This is an optimization exercise on Yosys and OpenROAD, whose aim is small area, a short achievable clock period and few clock cycles, not a production implementation. In this exercise RTL edits were held to simulation tests only and were not proved equivalent to the original. Power figures rest on the tool's default switching activity, not on a simulated workload.

## mcl2_core
module mcl2_core (
    input  wire        clk,
    input  wire        rst,
    input  wire        cmd_valid,
    input  wire [7:0]  cmd,
    output wire        cmd_ready,
    output reg         done,
    input  wire [1:0]  ev,
    output wire [1:0]  ind,
    output wire        test_out,
    output wire        in_rd,
    output wire [4:0]  in_addr,
    input  wire [15:0] in_rdata,
    output reg         out_we,
    output reg  [4:0]  out_addr,
    output reg  [15:0] out_wdata
);
make LEC_CHECK=0 ABC_AREA=1 CAP_MARGIN=20 CORE_MARGIN=2 CORE_UTILIZATION=60 PLACE_DENSITY=0.75 SLEW_MARGIN=20 finish   # period 18.0 ns
run.sh (not shown) runs the stock make flow with config.mk's settings and CLKGATE_MAP_FILE= SYNTH_SCRIPT=/design/flow/synth_recipe.tcl, a recipe that flattens the netlist after the stock synthesis.
The baseline ran to the end with no violations.
Testbench counts at the start, summed over its fixed seeds: cycles 86,136.
Change:
--- a/flow/design.v
+++ b/flow/design.v
@@ -38,37 +38,37 @@
     };
     localparam [1:0] S_IDLE = 2'd0, S_SAMPLE = 2'd1, S_CLEAR = 2'd3;
     reg [1:0]  mode;
     reg [1:0]  ind_r;
     reg        inc_pend, dec_pend;
     reg        sign, test_out_r;
     reg        ineg;                 
     reg [2:0]  bitcur;
     reg [15:0] phase;
-    reg [16*19-1:0] hq;              
+    reg [16*15-1:0] hq;              
     reg [16*21-1:0] dq;              
     reg [16:0] ua_r, ub_r;           
     reg        uc_r;
-    reg [15:0] hl_r;                 
     reg        rdy;                  
     reg        proc_r;               
     reg        pv;                   
     reg [1:0]  pm;                   
     reg        prun;                 
     reg        m3r;                  
     reg [5:0]  cnt;
     reg        v1;                   
     reg [4:0]  a1;
     reg        tr, sel;
     reg        blk;                  
     reg [3:0]  ti;                   
     reg [4:0]  rel;                  
     reg [1:0]  stype;
+    reg        hrot;                 
     reg        clr_req, clr_all;
     reg [6:0]  m_one, m_two, m_neg;  
     reg [15:0] hn_r;                 
     reg [15:0] xb_r;                 
     reg [32:0] qa_r, qb_r;           
     reg [31:0] acc;
     reg        p1_act, p2_act, p3_act;
     reg        p1_first, p2_first, p3_first;
     reg        p1_last, p2_last;
@@ -115,30 +115,35 @@
     wire [15:0] phase_n = phase + PHASE_INC;
     wire [5:0]  sidx    = phase_n[15:10] + ((pm == 2'd3) ? 6'd16 : 6'd0);
     wire [15:0] rom     = SINE_TAB[16*sidx +: 16];
     wire [3:0]  n3      = cnt[4:1];
     wire [15:0] coef_n  = tr ? (sel ? SHAPE_B_TAB[16*n3 +: 16] : SHAPE_A_TAB[16*n3 +: 16])
                              : (ineg ? 16'h8001 : 16'h7FFF);
     wire upd_now  = (stype == S_SAMPLE) && (rel <= 5'd15);
     wire push     = (stype == S_SAMPLE) && (rel == 5'd15);
     wire [4:0] rel_n = push ? 5'd17 : (rel == 5'd20) ? 5'd0 : rel + 5'd1;
-    wire eng_idle = (stype != S_SAMPLE);    
-    wire [15:0] h_in  = (stype == S_CLEAR) ? 16'd0 : (stype == S_SAMPLE) ? h_upd : hl_r;
+    wire eng_idle = (stype == S_IDLE) && !clr_req;
+    wire [15:0] h_in  = (stype == S_CLEAR) ? 16'd0 : h_upd;
     wire [15:0] dl_in = ((stype == S_CLEAR) && (clr_all || (rel <= 5'd15))) ? 16'd0 :
                         push ? dreg : x_head;
     wire [1:0] mode_inc  = pend_r[0] ? mode + 2'd1 : mode;
     wire [1:0] mode_tick = pend_r[1] ? mode_inc - 2'd1 : mode_inc;
     always @(posedge clk) begin
-        hq   <= {h_in, hq[16*19-1:16]};
-        ua_r <= ua_n;
-        ub_r <= ub_n;
-        uc_r <= uc_n;
-        hl_r <= h_upd;
+        if (hrot) hq <= {h_in, hq[16*15-1:16]};
+        if (stype == S_CLEAR) begin
+            ua_r <= 17'd0;
+            ub_r <= 17'd0;
+            uc_r <= 1'b0;
+        end else if (upd_now) begin
+            ua_r <= ua_n;
+            ub_r <= ub_n;
+            uc_r <= uc_n;
+        end
         dq   <= {dl_in, dq[16*21-1:16]};
         hn_r <= m3r ? coef_n : h_upd;
         xb_r <= m3r ? rom : dq[16*19 +: 16];
         qa_r <= qa_n;
         qb_r <= qb_n;
         dreg  <= in_rdata;
         dreg4 <= {dreg[15], dreg} + 17'd4;
         pend_r <= {dec_pend, inc_pend};
         ev_r   <= ev;
@@ -170,18 +175,19 @@
             cnt        <= 6'd0;
             v1         <= 1'b0;
             a1         <= 5'd0;
             tr         <= 1'b0;
             sel        <= 1'b0;
             blk        <= 1'b0;
             ti         <= 4'd0;
             rel        <= 5'd0;
             stype      <= S_CLEAR;
+            hrot       <= 1'b1;
             clr_req    <= 1'b0;
             clr_all    <= 1'b1;
             m_one      <= 7'd0;
             m_two      <= 7'd0;
             m_neg      <= 7'd0;
             acc        <= 32'd0;
             p1_act     <= 1'b0;
             p2_act     <= 1'b0;
             p3_act     <= 1'b0;
@@ -230,20 +236,19 @@
                 rdy      <= 1'b1;
             end
             if (proc_r) begin
                 if (mode == 2'd1) begin
                     blk <= 1'b1;
                     ti  <= 4'd0;
                 end else begin
                     pv   <= 1'b1;
                     pm   <= mode;
-                    prun <= (mode == 2'd2) || eng_idle;
-                    m3r  <= (mode == 2'd3) && eng_idle;
+                    prun <= 1'b0;
                     cnt  <= 6'd0;
                 end
                 if (mode == 2'd3) begin
                     test_out_r <= BITS[bitcur];
                     bitcur     <= bitcur + 3'd1;
                     tr         <= ~BITS[bitcur];
                     sel        <= sign;
                     if (!BITS[bitcur])
                         sign <= ~sign;
@@ -302,18 +307,19 @@
                         m3r  <= 1'b0;
                         if (tr) ineg <= ~sel;
                     end
                 end
                 endcase
             end
             rd_r <= (pv && prun && (pm == 2'd0) && !cnt[5]) || (blk && (rel_n == 5'd17));
             ra_r <= blk ? {ti, 1'b0} : cnt[4:0];
             rel  <= rel_n;
+            hrot <= ((rel == 5'd20) ? (tail_go || clr_req) : (stype != S_IDLE)) && (rel_n <= 5'd15);
             p1_act   <= upd_now;
             p1_first <= (stype == S_SAMPLE) && (rel == 5'd0);
             p1_last  <= push;
             p2_act   <= p1_act;
             p2_first <= p1_first;
             p2_last  <= p1_last;
             p3_act   <= p2_act;
             p3_first <= p2_first;
             if (p3_act) acc <= acc_n;
Result: The changed run finished clean; via count went up by 2.9%; setup slack improved by 11 ps; routed wire length grows by 2.9%; fmax stays flat; design area is higher by 3.1%; utilization fell by 0.38 points; non-clock buffer count is lower by 1; total power drops by 1.8%; clock power hardly moves; cell count rose by 1.4%; worst hold slack loses 12 ps; register-to-register slack gets better by 450 ps.
Testbench counts after the change, summed over its fixed seeds: cycles 86,472.

Another version of the RTL of mcl2_core (not shown whole).
For scale: about 4400 cells after synthesis, about 980 flip-flops, about 62 I/O pins.
export LEC_CHECK = 0
export ABC_AREA = 1
export CAP_MARGIN = 20
export CORE_MARGIN = 2
export CORE_UTILIZATION = 60
export PLACE_DENSITY = 0.75
export SLEW_MARGIN = 20
create_clock -name core_clock -period 18.0 [get_ports {clk}]
Testbench counts at the start, summed over its fixed seeds: cycles 86,136.
Change:
--- a/flow/design.v
+++ b/flow/design.v
@@ -112,25 +112,25 @@
     wire [15:0] emu_n = e_sat ? (e_d[16] ? 16'hF000 : 16'h1000) : {e_d4[17], e_d4[17:3]};
     wire [7:0]  mo_n, mt_n, mn_n;
     mcl2_benc u_enc (.v(emu_n), .one(mo_n), .two(mt_n), .neg(mn_n));
     wire [15:0] phase_n = phase + PHASE_INC;
     wire [5:0]  sidx    = phase_n[15:10] + ((pm == 2'd3) ? 6'd16 : 6'd0);
     wire [15:0] rom     = SINE_TAB[16*sidx +: 16];
     wire [3:0]  n3      = cnt[4:1];
     wire [15:0] coef_n  = tr ? (sel ? SHAPE_B_TAB[16*n3 +: 16] : SHAPE_A_TAB[16*n3 +: 16])
                              : (ineg ? 16'h8001 : 16'h7FFF);
     wire upd_now  = (stype == S_SAMPLE) && (rel <= 5'd15);
     wire push     = (stype == S_SAMPLE) && (rel == 5'd15);
     wire [4:0] rel_n = push ? 5'd17 : (rel == 5'd20) ? 5'd0 : rel + 5'd1;
-    wire eng_idle = (stype != S_SAMPLE);    
+    wire eng_idle = (stype == S_IDLE) && !clr_req;
     wire [15:0] h_in  = (stype == S_CLEAR) ? 16'd0 : (stype == S_SAMPLE) ? h_upd : hl_r;
     wire [15:0] dl_in = ((stype == S_CLEAR) && (clr_all || (rel <= 5'd15))) ? 16'd0 :
                         push ? dreg : x_head;
     wire [1:0] mode_inc  = pend_r[0] ? mode + 2'd1 : mode;
     wire [1:0] mode_tick = pend_r[1] ? mode_inc - 2'd1 : mode_inc;
     always @(posedge clk) begin
         hq   <= {h_in, hq[16*19-1:16]};
         ua_r <= ua_n;
         ub_r <= ub_n;
         uc_r <= uc_n;
         hl_r <= h_upd;
         dq   <= {dl_in, dq[16*21-1:16]};
@@ -138,55 +138,59 @@
         xb_r <= m3r ? rom : dq[16*19 +: 16];
         qa_r <= qa_n;
         qb_r <= qb_n;
         dreg  <= in_rdata;
         dreg4 <= {dreg[15], dreg} + 17'd4;
         pend_r <= {dec_pend, inc_pend};
         ev_r   <= ev;
     end
     always @(posedge clk) begin
         if (rst) begin
             done       <= 1'b0;
             out_we     <= 1'b0;
+            out_addr   <= 5'd0;
+            out_wdata  <= 16'd0;
             mode       <= 2'd0;
             ind_r      <= 2'd0;
             inc_pend   <= 1'b0;
             dec_pend   <= 1'b0;
             sign       <= 1'b0;
             test_out_r <= 1'b0;
             ineg       <= 1'b0;
             bitcur     <= 3'd0;
             phase      <= 16'd0;
             rdy        <= 1'b1;
             proc_r     <= 1'b0;
             tick_r     <= 1'b0;
             init_r     <= 1'b0;
             oth_r      <= 1'b0;
             pv         <= 1'b0;
             pm         <= 2'd0;
             prun       <= 1'b0;
             m3r        <= 1'b0;
             cnt        <= 6'd0;
             v1         <= 1'b0;
+            a1         <= 5'd0;
             tr         <= 1'b0;
             sel        <= 1'b0;
             blk        <= 1'b0;
             ti         <= 4'd0;
             rel        <= 5'd0;
-            stype      <= S_IDLE;       
-            clr_req    <= 1'b1;         
+            stype      <= S_CLEAR;
+            clr_req    <= 1'b0;
             clr_all    <= 1'b1;
             m_one      <= 7'd0;
             m_two      <= 7'd0;
             m_neg      <= 7'd0;
+            acc        <= 32'd0;
             p1_act     <= 1'b0;
             p2_act     <= 1'b0;
             p3_act     <= 1'b0;
             p1_first   <= 1'b0;
             p2_first   <= 1'b0;
             p3_first   <= 1'b0;
             p1_last    <= 1'b0;
             p2_last    <= 1'b0;
             rdv        <= 1'b0;
             tail_go    <= 1'b0;
             tail_2     <= 1'b0;
             rd_r       <= 1'b0;
@@ -223,26 +227,25 @@
                 if (pend_r[0] || pend_r[1])
                     ind_r <= mode_tick;
                 done     <= 1'b1;
                 rdy      <= 1'b1;
             end
             if (proc_r) begin
                 if (mode == 2'd1) begin
                     blk <= 1'b1;
                     ti  <= 4'd0;
                 end else begin
                     pv   <= 1'b1;
                     pm   <= mode;
-                    prun <= (mode == 2'd2) || eng_idle;
-                    m3r  <= (mode == 2'd3) && eng_idle;
+                    prun <= 1'b0;
                     cnt  <= 6'd0;
                 end
                 if (mode == 2'd3) begin
                     test_out_r <= BITS[bitcur];
                     bitcur     <= bitcur + 3'd1;
                     tr         <= ~BITS[bitcur];
                     sel        <= sign;
                     if (!BITS[bitcur])
                         sign <= ~sign;
                 end
             end
             v1 <= rd_r && pv && (pm == 2'd0);
The changed run ran to the end with no violations.
Synthesized cell count is higher by about 3.3%.
Cell area stays flat.
First-iteration DRC count is higher by 2.0%.
Clock power is about the same.
Critical path depth does not change.
Sequential share of layout area fell by 1.3 points.
Sequential power drops by about 6%.
Clock-buffer cell count is lower by 2.
Global-route usage grows by 1.1 points.
Core utilization came out higher by 0.72 points.
Routed wire length is higher by 2.8%.
Total power fell by about 6%.
Register-to-register slack got worse by 0.10 ns.
Testbench counts after the change, summed over its fixed seeds: cycles 86,472.

re-timing with driven ports:
The flow's constraints put no driver on any port. The routed layouts listed below were extracted and timed again, unchanged, in two steps. Step 1 (the two cells are an assumption about what drives the block):
set clk [get_ports {clk}]
set_driving_cell -lib_cell sky130_fd_sc_hd__clkbuf_16 $clk
set_driving_cell -lib_cell sky130_fd_sc_hd__buf_2 [delete_from_list [all_inputs] $clk]
Step 2 times the ports against the registers' clock, not the clock port: input delays grow and output delays shrink by t, the midpoint of the rising clock arrivals with the driver on. Three values: no drivers, after step 1, after step 2; two values: the first two.
| run | t (ns) | setup WS [ns] | clock arrival spread, ns | worst slew at a driven data input, ns | pins driven straight from the clock port |
|---|---|---|---|---|---|
| the first run of note 1 | 0.710 | 12.634 / 12.564 / 12.719 | 0.030 / 0.029 | 0.10 | 1 |
| the second run of note 1 | 0.712 | 12.645 / 12.577 / 12.674 | 0.039 / 0.038 | 0.04 | 1 |
| the first run of note 2 | 0.707 | 12.680 / 12.613 / 12.260 | 0.039 / 0.040 | 0.04 | 1 |
| the second run of note 2 | 0.713 | 12.583 / 12.517 / 11.936 | 0.045 / 0.044 | 0.04 | 1 |
After both steps setup and hold are still met in every run listed. The setup slack of the second run of note 2, which loses most, moves by -0.066 ns with the drivers and by -0.647 ns with both steps.
